Background: an optimization exercise with open tools, aiming at small area, a short achievable clock period and few clock cycles per item. Do not read the settings as production practice.
Power is estimated from default activity; no workload was simulated.

==> flow/design.v <==
module simpledes_core (
    input  wire        clk,
    input  wire        rst,         
    input  wire [23:0] cmd,
    input  wire        cmd_valid,
    output wire        cmd_ready,
    output wire [11:0] dout,
    output wire [7:0]  status
);
    localparam [2:0] E_NONE    = 3'd0;
    localparam [2:0] E_ILLEGAL = 3'd1;
    localparam [2:0] E_RANGE   = 3'd2;
    localparam [2:0] E_NOKEY   = 3'd3;
    localparam [2:0] E_LOCKED  = 3'd4;
    function [7:0] expand;
        input [5:0] x;
        expand = {x[5], x[4], x[2], x[3], x[2], x[3], x[1], x[0]};
    endfunction
    function [2:0] sbox1;
        input [3:0] a;
        reg   [3:0] q0, q1, q2;
        begin
            q0 = {a[0] | a[1], ~(a[0] | a[1]), ~a[0], ~a[0]};
            q1 = {a[0], a[1], ~a[0], a[0]};
            q2 = {a[0] ^ a[1], a[0] ^ a[1], a[0] ^ a[1], ~(a[0] ^ a[1])};
            sbox1 = {q2[a[3:2]], q1[a[3:2]], q0[a[3:2]]};
        end
    endfunction
    function [2:0] sbox2;
        input [3:0] a;
        reg   [3:0] q0, q1, q2;
        begin
            q0 = {a[1] & ~a[0], a[0] | ~a[1], ~(a[0] & a[1]), a[0] & a[1]};
            q1 = {~a[1], a[0], a[1] | ~a[0], a[1] & ~a[0]};
            q2 = {~(a[0] ^ a[1]), ~(a[0] ^ a[1]), ~(a[0] | a[1]), a[1] | ~a[0]};
            sbox2 = {q2[a[3:2]], q1[a[3:2]], q0[a[3:2]]};
        end
    endfunction
    function [5:0] round_f;
        input [5:0] r;
        input [7:0] rk;
        reg   [7:0] x;
        begin
            x       = expand(r) ^ rk;
            round_f = {sbox1(x[7:4]), sbox2(x[3:0])};
        end
    endfunction
    function [5:0] sboxes;
        input [7:0] x;
        sboxes = {sbox1(x[7:4]), sbox2(x[3:0])};
    endfunction
    function [5:0] unexpand;
        input [7:0] x;
        input [7:0] k;
        unexpand = {x[7] ^ k[7], x[6] ^ k[6], x[4] ^ k[4], x[5] ^ k[5], x[1] ^ k[1], x[0] ^ k[0]};
    endfunction
    reg  [8:0]  key;
    reg         kv;
    reg         dv;
    reg  [2:0]  err;
    reg  [5:0]  hl, hr;
    reg  [8:0]  rot;
    reg  [3:0]  pj, pe;
    reg         dir;
    reg         busy;
    wire        down = dir;              
    wire [4:0]  cur  = {1'b0, pj} - {1'b0, pe};
    wire [3:0]  op   = cmd[23:20];
    wire [3:0]  sr   = cmd[19:16];
    wire [3:0]  er   = cmd[15:12];
    wire [11:0] data = cmd[11:0];
    wire fields_zero = (sr == 4'd0) && (er == 4'd0);
    wire is_ldkey = (op == 4'h1) && fields_zero;
    wire is_enc   = (op == 4'h2) && fields_zero;
    wire is_dec   = (op == 4'h3) && fields_zero;
    wire is_proc  = (op == 4'h4);
    wire illegal  = !(is_ldkey || is_enc || is_dec || is_proc);
    reg [2:0] fault;
    always @(*) begin
        if (illegal)
            fault = E_ILLEGAL;
        else if (is_ldkey)
            fault = (data[11:9] != 3'd0) ? E_RANGE : (kv ? E_LOCKED : E_NONE);
        else if (is_proc && (sr == 4'd0 || er == 4'd0))
            fault = E_RANGE;
        else if (!kv)
            fault = E_NOKEY;
        else
            fault = E_NONE;
    end
    wire issue = cmd_valid && !busy;
    wire [8:0] rot_n  = down ? {rot[0], rot[8:1]} : {rot[7:0], rot[8]};
    wire [8:0] rot_nn = down ? {rot[1:0], rot[8:2]} : {rot[6:0], rot[8:7]};
    wire [5:0] st_r   = hl ^ sboxes(expand(hr) ^ rot[8:1]);      
    wire [7:0] in_k  = busy ? rot_n[8:1] : op[0] ? key[7:0] : key[8:1];
    wire [5:0] in_rr = busy ? st_r : data[5:0];
    wire [5:0] in_ll = busy ? hr : data[11:6];
    wire [5:0] in_r  = in_ll ^ sboxes(expand(in_rr) ^ in_k);
    wire       one   = (cur == 5'd1) || (cur == 5'h1f);          
    wire       two   = busy && !one;
    wire       sgl   = busy && one;
    wire [3:0] idx = {sr[3], sr[2], sr[1] | (op[1] & ~op[0]), sr[0] | (op[1] & op[0])};
    wire [8:0] b0  = {key[0], key[8:1]};
    wire [8:0] b1  = idx[0] ? {b0[7:0], b0[8]}   : b0;
    wire [8:0] b2  = idx[1] ? {b1[6:0], b1[8:7]} : b1;
    wire [8:0] b3  = idx[2] ? {b2[4:0], b2[8:5]} : b2;
    wire [8:0] b4  = idx[3] ? {b3[0], b3[8:1]}   : b3;
    wire go_c = issue && (err == E_NONE) && (fault == E_NONE) && !is_ldkey;
    always @(posedge clk) begin
        if (rst) begin
            busy <= 1'b0;
            kv   <= 1'b0;
            dv   <= 1'b0;
            err  <= E_NONE;
        end else if (busy) begin
            if (one || cur == 5'd2 || cur == 5'h1e) busy <= 1'b0;
        end else if (issue && err == E_NONE) begin
            if (fault != E_NONE) begin
                err <= fault;
            end else if (is_ldkey) begin
                key <= data[8:0];
                kv  <= 1'b1;
            end else begin
                dv <= 1'b1;
                if (!op[1]) busy <= (sr != er);       
            end
        end
    end
    wire       ld   = !busy && go_c;
    wire       hold = !busy && !go_c;
    wire [5:0] ld_l = op[1] ? data[5:0] : data[11:6];
    wire [5:0] ld_r = op[1] ? in_r : data[5:0];
    always @(posedge clk) begin
        hl  <= ({6{two}} & st_r)   | ({6{sgl}} & hr)    | ({6{ld}} & ld_l) | ({6{hold}} & hl);
        hr  <= ({6{two}} & in_r)   | ({6{sgl}} & st_r)  | ({6{ld}} & ld_r) | ({6{hold}} & hr);
        rot <= ({9{two}} & rot_nn) | ({9{sgl}} & rot_n) | ({9{ld}} & b4)   | ({9{hold}} & rot);
    end
    always @(posedge clk)
        if (busy) begin
            pj <= down ? pj - 4'd2 : pj + 4'd2;
        end else begin
            pj  <= sr;
            pe  <= er;
            dir <= sr > er;
        end
    assign cmd_ready = !busy;
    assign dout      = {st_r, hr};
    assign status    = {3'b000, err, dv, kv};
endmodule
clock: 4.5 ns
lec_check: 0
cap_margin: 20
core_margin: 2
core_utilization: 40
setup_slack_margin: 1.5
slew_margin: 20
standard.sh (not shown) runs the stock make flow with config.mk's settings and CLKGATE_MAP_FILE= SYNTH_SCRIPT=/design/flow/synth_recipe.tcl, a recipe that flattens the netlist after the stock synthesis.
==> flow/flow/run.sh <==
#!/bin/bash
# Standard layout, with the port buffers made of a regular buffer cell instead of the
# delay cell buffer_ports picks by default.
set -euo pipefail
bash standard.sh "BUFFER_PORTS_ARGS=-buffer_cell sky130_fd_sc_hd__buf_1" finish > run_standard.log 2>&1
Rerun with:
--- a/flow/design.v
+++ b/flow/design.v
@@ -59,13 +59,11 @@
     reg         dv;
     reg  [2:0]  err;
     reg  [5:0]  hl, hr;
     reg  [8:0]  rot;
-    reg  [3:0]  pj, pe;
-    reg         dir;
+    reg  [4:0]  cur;
     reg         busy;
-    wire        down = dir;              
-    wire [4:0]  cur  = {1'b0, pj} - {1'b0, pe};
+    wire        down = !cur[4];          
     wire [3:0]  op   = cmd[23:20];
     wire [3:0]  sr   = cmd[19:16];
     wire [3:0]  er   = cmd[15:12];
     wire [11:0] data = cmd[11:0];
@@ -88,18 +86,14 @@
         else
             fault = E_NONE;
     end
     wire issue = cmd_valid && !busy;
-    wire [8:0] rot_n  = down ? {rot[0], rot[8:1]} : {rot[7:0], rot[8]};
-    wire [8:0] rot_nn = down ? {rot[1:0], rot[8:2]} : {rot[6:0], rot[8:7]};
-    wire [5:0] st_r   = hl ^ sboxes(expand(hr) ^ rot[8:1]);      
-    wire [7:0] in_k  = busy ? rot_n[8:1] : op[0] ? key[7:0] : key[8:1];
-    wire [5:0] in_rr = busy ? st_r : data[5:0];
-    wire [5:0] in_ll = busy ? hr : data[11:6];
-    wire [5:0] in_r  = in_ll ^ sboxes(expand(in_rr) ^ in_k);
-    wire       one   = (cur == 5'd1) || (cur == 5'h1f);          
-    wire       two   = busy && !one;
-    wire       sgl   = busy && one;
+    wire [7:0] k1    = key[8:1];
+    wire [7:0] k2    = key[7:0];
+    wire [7:0] in_kf = op[0] ? k2 : k1;
+    wire [5:0] in_r  = data[11:6] ^ sboxes(expand(data[5:0]) ^ in_kf);
+    wire [8:0] rot_n = down ? {rot[0], rot[8:1]} : {rot[7:0], rot[8]};
+    wire [5:0] st_r  = hl ^ sboxes(expand(hr) ^ rot[8:1]);       
     wire [3:0] idx = {sr[3], sr[2], sr[1] | (op[1] & ~op[0]), sr[0] | (op[1] & op[0])};
     wire [8:0] b0  = {key[0], key[8:1]};
     wire [8:0] b1  = idx[0] ? {b0[7:0], b0[8]}   : b0;
     wire [8:0] b2  = idx[1] ? {b1[6:0], b1[8:7]} : b1;
@@ -112,9 +106,9 @@
             kv   <= 1'b0;
             dv   <= 1'b0;
             err  <= E_NONE;
         end else if (busy) begin
-            if (one || cur == 5'd2 || cur == 5'h1e) busy <= 1'b0;
+            if (cur == 5'd1 || cur == 5'h1f) busy <= 1'b0;
         end else if (issue && err == E_NONE) begin
             if (fault != E_NONE) begin
                 err <= fault;
             end else if (is_ldkey) begin
@@ -130,20 +124,14 @@
     wire       hold = !busy && !go_c;
     wire [5:0] ld_l = op[1] ? data[5:0] : data[11:6];
     wire [5:0] ld_r = op[1] ? in_r : data[5:0];
     always @(posedge clk) begin
-        hl  <= ({6{two}} & st_r)   | ({6{sgl}} & hr)    | ({6{ld}} & ld_l) | ({6{hold}} & hl);
-        hr  <= ({6{two}} & in_r)   | ({6{sgl}} & st_r)  | ({6{ld}} & ld_r) | ({6{hold}} & hr);
-        rot <= ({9{two}} & rot_nn) | ({9{sgl}} & rot_n) | ({9{ld}} & b4)   | ({9{hold}} & rot);
+        hl  <= ({6{busy}} & hr)    | ({6{ld}} & ld_l) | ({6{hold}} & hl);
+        hr  <= ({6{busy}} & st_r)  | ({6{ld}} & ld_r) | ({6{hold}} & hr);
+        rot <= ({9{busy}} & rot_n) | ({9{ld}} & b4)   | ({9{hold}} & rot);
     end
     always @(posedge clk)
-        if (busy) begin
-            pj <= down ? pj - 4'd2 : pj + 4'd2;
-        end else begin
-            pj  <= sr;
-            pe  <= er;
-            dir <= sr > er;
-        end
+        cur <= (busy ? cur : {1'b0, sr}) + (busy ? {{4{down}}, 1'b1} : ~{1'b0, er} + 5'd1);
     assign cmd_ready = !busy;
     assign dout      = {st_r, hr};
     assign status    = {3'b000, err, dv, kv};
 endmodule
Cell area went down by a quarter to a third. Cell count went down by about a fifth. Wire length went down by a quarter to a third. Flip-flop and latch count went down by 4. Count of clock-buffer cells in the layout is unchanged. Sequential power is about the same. Total power went down slightly.
No functional check of the RTL was part of any run of this note.

[port drivers added, routing unchanged]
The flow's constraints put no driver on any port. The routed layouts listed below were extracted and timed again, unchanged, in two steps. Step 1 sets driving cells, clkbuf_16 on the clock port and buf_2 on the other inputs (assumed; they add their load-dependent delay and slew). Step 2 also shifts input and output timing later by t, the mid clock arrival at the registers, as if the neighbouring blocks saw the same clock. Slacks: no drivers / after step 1 / after step 2; pairs: no drivers / after step 1.
run	t, ns	slack for setup (ns)	worst hold slack (ns)	worst setup path after step 2	latest minus earliest clock arrival (ns)
the first run	0.337	1.558 / 1.557 / 1.293	0.510 / 0.510 / 0.510	input to register	0.009 / 0.009
the second run	0.330	1.561 / 1.527 / 1.405	0.469 / 0.469 / 0.469	input to register	0.016 / 0.016
After both steps every run listed still meets setup and hold. The setup slack of the first run, which loses most, moves by -0.001 ns with the drivers and by -0.265 ns with both steps.
